Source: an optimization exercise on an open RTL-to-GDS flow (aim: small area, a short achievable clock period and few clock cycles per item). Production flows keep margins and buffers that such runs may drop. Where RTL was checked, it was by simulation tests only, not by an equivalence proof against the original.

==> flow/design.v (excerpt) <==
module aes128_cipher (
    input  wire         clk,
    input  wire         rst,           
    input  wire         in_valid,
    output wire         in_ready,
    input  wire         in_decrypt,    
    input  wire [127:0] in_key,
    input  wire [127:0] in_block,
    output reg          out_valid,
    output reg  [127:0] out_block
);
clock: 10.0 ns
lec_check: 0
cap_margin: 20
cell_pad_in_sites_detail_placement: 2
cell_pad_in_sites_global_placement: 2
core_margin: 2
core_utilization: 45
place_density: 0.65
slew_margin: 20
standard.sh (not shown) runs the stock make flow with config.mk's settings and CLKGATE_MAP_FILE= SYNTH_SCRIPT=/design/flow/synth_recipe.tcl, a recipe that flattens the netlist after the stock synthesis.
==> flow/flow/run.sh <==
#!/bin/bash
set -euo pipefail
bash standard.sh SETUP_SLACK_MARGIN=6.5 finish > flow_standard.log 2>&1
Testbench counts at the start, summed over its fixed seeds: cycles 34,072, items 3,200.
Next try:
--- a/flow/design.v
+++ b/flow/design.v
@@ -265,20 +265,20 @@
 endmodule
 module aes128_cipher (
     input  wire         clk,
     input  wire         rst,           
     input  wire         in_valid,
     output wire         in_ready,
     input  wire         in_decrypt,    
     input  wire [127:0] in_key,
     input  wire [127:0] in_block,
-    output reg          out_valid,
-    output reg  [127:0] out_block
+    output wire         out_valid,
+    output wire [127:0] out_block
 );
     function [7:0] xtime;
         input [7:0] a;
         xtime = {a[6:0], 1'b0} ^ (a[7] ? 8'h1b : 8'h00);
     endfunction
     function [31:0] mix_col;
         input [31:0] c;
         reg [7:0] a0, a1, a2, a3, t;
         begin
@@ -330,19 +330,20 @@
     reg         dec_q;     
     reg         mq;        
     reg         e_ok;      
     reg         e_rs;      
     reg         e_ph;      
     reg [3:0]   e_cnt;     
     reg [127:0] e_tag, e_k;
     reg [31:0]  e_kt;      
     reg [47:0]  e_km;      
-    assign in_ready = ir;
+    assign in_ready  = ir;
+    assign out_valid = r3_v && r3_last;
     genvar g, r, c;
     wire [127:0] sr1, isr1;
     generate
         for (c = 0; c < 4; c = c + 1) begin : g_perm_c
             for (r = 0; r < 4; r = r + 1) begin : g_perm_r
                 assign sr1[127-8*(r+4*c) -: 8]  = r0_st[127-8*(r+4*((c+r)%4)) -: 8];
                 assign isr1[127-8*(r+4*c) -: 8] = r0_st[127-8*(r+4*((c+4-r)%4)) -: 8];
             end
         end
@@ -394,18 +395,19 @@
     wire [31:0] ks3;
     generate
         for (g = 0; g < 4; g = g + 1) begin : g_ksb3
             aes_sbox_aff u_aff (.ti(r2_kt[31-8*g -: 8]), .y(ks3[31-8*g -: 8]));
         end
     endgenerate
     wire [31:0]  ks3m = r2_dec ? 32'd0 : ks3;
     wire [127:0] k3   = r2_base ^ {ks3, ks3m, ks3m, ks3m};
     wire [127:0] z4  = r3_w ^ r3_k;
+    assign out_block = z4;
     wire [127:0] mi4 = r3_dec ? z4 : r3_w;
     wire [127:0] y4;
     generate
         for (c = 0; c < 4; c = c + 1) begin : g_mix
             assign y4[127-32*c -: 32] = mix_col(mi4[127-32*c -: 32])
                                       ^ (r3_dec ? d_col(z4[127-32*c -: 32]) : r3_k[127-32*c -: 32]);
         end
     endgenerate
     wire [31:0] ks_in4 = ir ? (dec_q ? (e_k[31:0] ^ e_k[63:32]) : in_key[31:0])
@@ -481,20 +483,18 @@
             r0_st    <= in_block ^ (dec_q ? e_k : in_key);
             r0_k     <= dec_q ? e_k : in_key;
         end else begin
             r0_v     <= r3_v && !r3_last && !rst;
             r0_dec   <= r3_dec;
             r0_rnd   <= r3_dec ? r3_rnd - 4'd1 : r3_rnd + 4'd1;
             r0_st    <= y4;
             r0_k     <= r3_k;
         end
-        out_valid <= r3_v && r3_last && !rst;
-        out_block <= z4;
         ir    <= !rst && in_valid && !ir && slot_next && (!in_decrypt || dec_fit);
         ov    <= !rst && in_valid && !ir;
         dec_q <= in_decrypt;
         mq    <= (in_key == e_tag);
         e_rs <= restart && !rst;
         if (rst)
             e_ok <= 1'b0;
         else if (restart)
             e_ok <= 1'b1;
This time the run produced a layout that fails on max-capacitance violations, max-slew violations; final cell count goes up by 1.6%; global-route usage increases by 7.4 points; setup slack gets worse by 0.57 ns; design area came out higher by 3.9%; fmax shrinks by 14%; flip-flop and latch count went down by 129; area after synthesis came out lower by 2.7%; routed wire length went up by 31%; hold slack gets worse by 0.0031 ns.
The RTL of the second run of this note was laid out without a check of its function.

==> separate check: timing with driven ports <==
Ports are ideal in the flow. The routed layouts listed here were re-timed in OpenROAD. Step 1: set_driving_cell puts a clkbuf_16 on clk and a buf_2 on each other input, an assumption about the parent block. Step 2 adds t to the input delays and takes it off the output delays; t is the mean of the earliest and latest rising clock arrival at the registers after step 1. Input paths then give back, and output paths get back, about the clock's delay inside the block. Slacks: ideal / step 1 / step 2; pairs: ideal / step 1.
| run | t, ns | setup slack, ns | worst setup path after step 2 | pins driven straight from the clock port |
|---|---|---|---|---|
| the first run | 0.978 | 6.441 / 6.423 / 5.573 | input to register | 1 |
| the second run | 0.994 | 5.871 / 5.763 / 5.132 | input to register | 1 |
The setup slack of the first run, which loses most, moves by -0.018 ns with the drivers and by -0.868 ns with both steps.
